From an optimization exercise on the open Yosys and OpenROAD flow, aimed at small area; shortcuts taken in it are not production practice. In this exercise RTL edits were held to simulation tests only and were not proved equivalent to the original. Power and IR drop assume default switching activity.

try-maple:
==> flow/design.v (excerpt) <==
module juletre (
    input  wire        clk,
    input  wire        rst,
    input  wire [23:0] cfg_chan_map,
    input  wire        cfg_polarity,
    input  wire [7:0]  cfg_reset_delay_us,
    input  wire        rx_valid,
    input  wire [7:0]  rx_data,
    input  wire        sig_take,
    input  wire [3:0]  pkt_rd_addr,
    output wire [7:0]  pkt_rd_data,
    output wire        pkt_rd_ok,
    output wire        new_data,
    output wire        evt_commit,
    output wire        evt_crc_fail,
    output wire        evt_rx_overrun,
    input  wire        pix_we,
    input  wire [4:0]  pix_addr,
    input  wire [7:0]  pix_wdata,
    input  wire        enc_start,
    input  wire [7:0]  enc_byte,
    output wire [31:0] enc_word,
    input  wire [5:0]  fb_rd_addr,
    output wire [31:0] fb_rd_data,
    output wire        fb_rd_ok,
    input  wire        tx_start,
    output wire        tx_out,
    output wire        tx_busy,
    output wire        enc_ready,
    output wire        enc_busy,
    output wire [1:0]  enc_status
);
    juletre_sfd u_sfd (
        .clk(clk), .rst(rst),
        .rx_valid(rx_valid), .rx_data(rx_data), .sig_take(sig_take),
        .pkt_rd_addr(pkt_rd_addr), .pkt_rd_data(pkt_rd_data), .pkt_rd_ok(pkt_rd_ok),
        .new_data(new_data), .evt_commit(evt_commit), .evt_crc_fail(evt_crc_fail),
        .evt_rx_overrun(evt_rx_overrun)
    );
    juletre_bse u_bse (
        .clk(clk), .rst(rst),
        .cfg_chan_map(cfg_chan_map), .cfg_polarity(cfg_polarity),
        .cfg_reset_delay_us(cfg_reset_delay_us),
        .pix_we(pix_we), .pix_addr(pix_addr), .pix_wdata(pix_wdata),
        .enc_start(enc_start), .enc_byte(enc_byte), .enc_word(enc_word),
        .fb_rd_addr(fb_rd_addr), .fb_rd_data(fb_rd_data), .fb_rd_ok(fb_rd_ok),
  ...
Size in the first run: roughly 2500 cells after synthesis, about 880 flip-flops, about 0.040 mm2 of cells after synthesis.
Settings: LEC_CHECK=0, CAP_MARGIN=20, CORE_MARGIN=2, CORE_UTILIZATION=70, CTS_BUF_LIST=sky130_fd_sc_hd__clkbuf_4, CTS_CLUSTER_SIZE=20, PLACE_DENSITY=0.8, SLEW_MARGIN=20; clock period 12.0 ns.
run.sh (not shown) runs the stock make flow with config.mk's settings and CLKGATE_MAP_FILE= SYNTH_SCRIPT=/design/flow/synth_recipe.tcl, a recipe that flattens the netlist after the stock synthesis.
## Diff of input files: try-quartz against try-maple
- clearing CTS_BUF_LIST, which used to be sky130_fd_sc_hd__clkbuf_4
- clearing CTS_CLUSTER_SIZE, which used to be 20
==> flow/flow/run.sh (new file) <==
#!/bin/bash
# Own layout flow: the standard layout (standard.sh), with two changes:
# the port buffers are the smallest buffer cell, and clock tree synthesis
# inserts no dummy loads. Each tool's output goes to the ORFS logs under
# orfs/logs; make's own output goes to flow_make.log.
set -euo pipefail
export BUFFER_PORTS_ARGS="-buffer_cell sky130_fd_sc_hd__buf_1"
export CTS_ARGS="-sink_clustering_enable -repair_clock_nets -dont_use_dummy_load -buf_list sky130_fd_sc_hd__clkbuf_4"
bash standard.sh > flow_make.log 2>&1
==> flow/standard.sh (new file) <==
#!/bin/bash
# synth_recipe.tcl (not shown) runs the flow's synth.tcl, then flattens the netlist and writes it again
# the make line also repeats each setting of config.mk as NAME=value (left out here)
make -C /OpenROAD-flow-scripts/flow DESIGN_CONFIG=/design/flow/config.mk WORK_HOME=/design/flow/orfs CLKGATE_MAP_FILE= SYNTH_SCRIPT=/design/flow/synth_recipe.tcl "${@:-finish}"
removed: flow/run.sh
==> comparison <==
- On final cell area excluding filler cells, try-quartz does better than try-maple.
- Any difference in post-layout net count between try-maple and try-quartz is small enough to ignore.
- Clock share of power: try-quartz < try-maple
- Changes observed in try-quartz relative to try-maple: power dropped about 7%; core utilization dropped 3.7 points; combinational cell fraction of total power climbed 2.0 points; first-iteration DRC count dropped 2.4%; transition time of the tightest slew-check pin dropped 0.053 ns.
- Taking try-maple as the reference, in try-quartz sequential area share after synthesis did not really move, global routing met1 resource utilization has decreased, leakage dissipation went down by 1.1 nW.
Changes in try-ember relative to try-quartz:
diff --git a/flow/flow/run.sh b/flow/flow/run.sh
--- a/flow/flow/run.sh
+++ b/flow/flow/run.sh
@@ -6,4 +6,4 @@
 set -euo pipefail
 export BUFFER_PORTS_ARGS="-buffer_cell sky130_fd_sc_hd__buf_1"
-export CTS_ARGS="-sink_clustering_enable -repair_clock_nets -dont_use_dummy_load -buf_list sky130_fd_sc_hd__clkbuf_4"
+export CTS_ARGS="-sink_clustering_enable -repair_clock_nets -dont_use_dummy_load -sink_clustering_size 16 -sink_clustering_max_diameter 60 -buf_list sky130_fd_sc_hd__clkbuf_8"
 bash standard.sh > flow_make.log 2>&1
Results
Relative to try-quartz, worst relative slew slack increased by 0.18 points in try-ember. Length of the first detailed-routing pass in iterations, try-ember and try-quartz, lower one = try-quartz. Between try-ember and try-quartz, it is try-ember whose global-route wire length before repair is lower, by about 2.4%. The fill cell total of the finished layout was comparable across try-ember and try-quartz. When the final numbers for try-ember and try-quartz were put side by side, the fmax turned out to be greater in try-ember. Against try-quartz as the reference, try-ember delivers a lower final cell count. Compared with try-quartz, try-ember shows a lower switching component of the power. try-quartz and try-ember ended up with roughly the same global placement routability congestion. Compared with try-quartz, total vias in the final route in try-ember decreased by a few percent.
For try-raven, these inputs were changed with respect to try-ember:
==> flow/flow/run.sh <==
#!/bin/bash
# Own layout flow: the standard layout (standard.sh) with these changes:
# - synthesis is the standard flow's own script, but ABC maps the logic with an
#   area-recovering script (flow/synth.tcl, flow/abc_map.script);
# - the port buffers are the smallest buffer cell;
# - clock tree synthesis uses clkbuf_8 leaf buffers over larger sink
#   clusters and inserts no dummy loads.
# Each tool's output goes to the ORFS logs under orfs/logs; make's own
# output goes to flow_make.log.
set -euo pipefail
export OWN_WORK="$PWD"
export OWN_ABC_SCRIPT="$PWD/flow/abc_map.script"
export BUFFER_PORTS_ARGS="-buffer_cell sky130_fd_sc_hd__buf_1"
export CTS_ARGS="-sink_clustering_enable -repair_clock_nets -dont_use_dummy_load -sink_clustering_size 16 -sink_clustering_max_diameter 60 -buf_list sky130_fd_sc_hd__clkbuf_8"
bash standard.sh SYNTH_SCRIPT="$PWD/flow/synth.tcl" finish > flow_make.log 2>&1
==> flow/flow/abc_map.script (new file) <==
&get -n
&st
&dch -f
&nf -R 1000
&put
mfs2 -a
&get -n
&st
&dch -f
&nf -R 1000
&put
==> flow/flow/synth.tcl (new file) <==
# The standard flow's synthesis script (synth_recipe.tcl, sourced unchanged), with one
# change: Yosys's abc pass maps the logic with flow/abc_map.script, an
# area-recovering ABC script, instead of ORFS's speed script.
proc abc {args} {
  set i [lsearch -exact $args -script]
  if { $i >= 0 } {
    lset args [expr {$i + 1}] $::env(OWN_ABC_SCRIPT)
  }
  yosys abc {*}$args
}
source $::env(OWN_WORK)/synth_recipe.tcl
[summary]
In try-raven the total power turned out 7.0% lower than in try-ember.
Summary of try-raven over try-ember: aggregate global routing overflow held steady, global-route usage increased 1.1 points, signed area change from the synthesized netlist to the final layout saw an increase, number of placement rows dropped 2, cell area after layout now smaller.
try-raven ended with every stage complete and zero timing, DRC or antenna violations.
Sequential share of layout area: try-raven > try-ember
Hold slack: higher on try-raven
Relative to try-ember, the first-pass GRT wire length of try-raven is lower by 0.30%.
The final critical delay including setup and external delays in try-raven sits 0.38 ns below the value recorded for try-ember.
## Diff of input files: try-yarrow against try-raven
==> flow/flow/run.sh <==
#!/bin/bash
# Own layout flow: the standard layout (standard.sh), with two changes:
# the port buffers are the smallest buffer cell, and clock tree synthesis
# inserts no dummy loads. Each tool's output goes to the ORFS logs under
# orfs/logs; make's own output goes to flow_make.log.
set -euo pipefail
export BUFFER_PORTS_ARGS="-buffer_cell sky130_fd_sc_hd__buf_1"
export CTS_ARGS="-sink_clustering_enable -repair_clock_nets -dont_use_dummy_load -sink_clustering_size 9 -sink_clustering_max_diameter 40 -buf_list sky130_fd_sc_hd__clkbuf_4"
bash standard.sh > flow_make.log 2>&1
removed: flow/flow/abc_map.script
removed: flow/flow/synth.tcl
## What came out
try-raven was carried through to the last stage, and its layout satisfied the timing, design-rule and antenna checks.
try-yarrow | stages: all done | timing, DRC, antenna: all pass
Clock network power share is lower on try-yarrow
try-yarrow has sequential area share after synthesis below what try-raven had.
try-yarrow ends up with higher cell count after synthesis than try-raven does.
Where post-route worst setup slack is concerned, try-raven is better than try-yarrow.
Number of nets in the layout: higher on try-yarrow
Starting DRC count in detailed routing: try-yarrow worse than try-raven
Between try-yarrow and try-raven, fraction of area in registers is higher for try-raven, try-yarrow comes in under that.

========
rev 12:
Another version of the RTL of juletre (not shown whole).
Size in the first run: ~2400 cells after synthesis, ~36000 um^2 of cells after synthesis.
==> flow/config.mk <==
export PLATFORM = sky130hd
export DESIGN_NAME = juletre
export DESIGN_NICKNAME = juletre
export VERILOG_FILES = /design/flow/design.v
export SDC_FILE = /design/flow/constraint.sdc
export NUM_CORES = 4
export LEC_CHECK = 0
export CAP_MARGIN = 20
export CORE_MARGIN = 2
export CORE_UTILIZATION = 70
export PLACE_DENSITY = 0.8
export SLEW_MARGIN = 20
==> flow/constraint.sdc <==
create_clock -name core_clock -period 12.0 [get_ports {clk}]
set_input_delay 2.4000 -clock core_clock [delete_from_list [all_inputs] [get_ports {clk}]]
set_output_delay 2.4000 -clock core_clock [all_outputs]
set_load 0.01 [all_outputs]
standard.sh (not shown) runs the stock make flow with config.mk's settings and CLKGATE_MAP_FILE= SYNTH_SCRIPT=/design/flow/synth_recipe.tcl, a recipe that flattens the netlist after the stock synthesis.
==> flow/flow/run.sh <==
#!/bin/bash
# Own layout flow: the standard layout (standard.sh) with these changes:
# - synthesis is the standard flow's own script, but ABC maps the logic with an
#   area-recovering script (flow/synth.tcl, flow/abc_map.script);
# - synthesis inserts no buffers on pass-through wires, so each port gets
#   only its own port buffer, the smallest buffer cell;
# - clock tree synthesis uses clkbuf_8 leaf buffers over larger sink
#   clusters and inserts no dummy loads.
# Each tool's output goes to the ORFS logs under orfs/logs; make's own
# output goes to flow_make.log.
set -euo pipefail
export OWN_WORK="$PWD"
export OWN_ABC_SCRIPT="$PWD/flow/abc_map.script"
export SYNTH_INSBUF=0
export BUFFER_PORTS_ARGS="-buffer_cell sky130_fd_sc_hd__buf_1"
export CTS_ARGS="-sink_clustering_enable -repair_clock_nets -dont_use_dummy_load -sink_clustering_size 16 -sink_clustering_max_diameter 60 -buf_list sky130_fd_sc_hd__clkbuf_8"
bash standard.sh SYNTH_SCRIPT="$PWD/flow/synth.tcl" finish > flow_make.log 2>&1
==> flow/flow/abc_map.script <==
&get -n
&st
&dch -f
&nf -R 1000
&put
mfs2 -a
&get -n
&st
&dch -f
&nf -R 1000
&put
mfs2 -a
&get -n
&st
&dch -f
&nf -R 1000
&put
mfs2 -a
&get -n
&st
&dch -f
&nf -R 1000
&put
mfs2 -a
&get -n
&st
&dch -f
&nf -R 1000
&put
==> flow/flow/synth.tcl <==
# The standard flow's synthesis script (synth_recipe.tcl, sourced unchanged), with one
# change: Yosys's abc pass maps the logic with flow/abc_map.script, an
# area-recovering ABC script, instead of ORFS's speed script.
proc abc {args} {
  set i [lsearch -exact $args -script]
  if { $i >= 0 } {
    lset args [expr {$i + 1}] $::env(OWN_ABC_SCRIPT)
  }
  yosys abc {*}$args
}
source $::env(OWN_WORK)/synth_recipe.tcl
Per the final summary, rev 12 finished and its layout is clean on timing, DRC and antenna.
#### Input delta (rev 13 over rev 12)
--- a/flow/flow/run.sh
+++ b/flow/flow/run.sh
@@ -5,5 +5,5 @@
 # - synthesis inserts no buffers on pass-through wires, so each port gets
 #   only its own port buffer, the smallest buffer cell;
-# - clock tree synthesis uses clkbuf_8 leaf buffers over larger sink
+# - clock tree synthesis uses clkbuf_16 leaf buffers over larger sink
 #   clusters and inserts no dummy loads.
 # Each tool's output goes to the ORFS logs under orfs/logs; make's own
@@ -14,4 +14,4 @@
 export SYNTH_INSBUF=0
 export BUFFER_PORTS_ARGS="-buffer_cell sky130_fd_sc_hd__buf_1"
-export CTS_ARGS="-sink_clustering_enable -repair_clock_nets -dont_use_dummy_load -sink_clustering_size 16 -sink_clustering_max_diameter 60 -buf_list sky130_fd_sc_hd__clkbuf_8"
+export CTS_ARGS="-sink_clustering_enable -repair_clock_nets -dont_use_dummy_load -sink_clustering_size 30 -sink_clustering_max_diameter 90 -buf_list sky130_fd_sc_hd__clkbuf_16"
 bash standard.sh SYNTH_SCRIPT="$PWD/flow/synth.tcl" finish > flow_make.log 2>&1
--- outcome ---
Summary of rev 13 over rev 12: sum of negative setup slack saw little to no change; number of antenna violations at the first check in global routing saw a decrease; count of placed standard cells in the final layout, fillers left out saw a decrease. Per the comparison of rev 13 with rev 12, overall routed net length now larger; clock-buffer cell count now smaller; post-route fraction of the period consumed by the critical path now smaller; met3 wire length now larger. The estimated power of rev 13 ends up higher than the estimate for rev 12. Pin slew with the least headroom to its limit was higher in the run labelled rev 12.

-- port drivers added, routing unchanged --
The results above use ideal ports. As a check the final layouts listed here were re-extracted and re-timed, cells and wires unchanged.
Step 1 sets driving cells, clkbuf_16 on the clock port and buf_2 on the other inputs (assumed; they add their load-dependent delay and slew).
Step 2 moves the port delays by t, midway between the first and last clock arrival at a register: inputs arrive t later, outputs are due t later. That takes back most of the time a late clock gives input paths.
Three values: no drivers, after step 1, after step 2; two values: the first two.
| run | t (ns) | slack for setup (ns) | hold WS [ns] | worst setup path at the end | pins driven straight from the clock port |
|---|---|---|---|---|---|
| try-maple | 1.069 | 1.994 / 1.933 / 3.002 | 0.436 / 0.436 / 0.436 | register to output | 1 |
| try-quartz | 1.052 | 2.099 / 2.036 / 3.088 | 0.386 / 0.386 / 0.386 | register to output | 1 |
| try-ember | 0.726 | 2.397 / 2.336 / 3.061 | 0.432 / 0.432 / 0.432 | register to output | 1 |
| try-raven | 0.714 | 2.780 / 2.725 / 3.438 | 0.440 / 0.440 / 0.440 | register to output | 1 |
| try-yarrow | 1.011 | 2.165 / 2.104 / 3.115 | 0.406 / 0.406 / 0.406 | register to output | 1 |
| rev 12 | 0.721 | 2.305 / 2.247 / 2.968 | 0.427 / 0.427 / 0.427 | register to output | 1 |
| rev 13 | 0.652 | 2.419 / 2.355 / 3.007 | 0.461 / 0.461 / 0.461 | register to output | 1 |
After both steps every run listed still meets setup and hold.
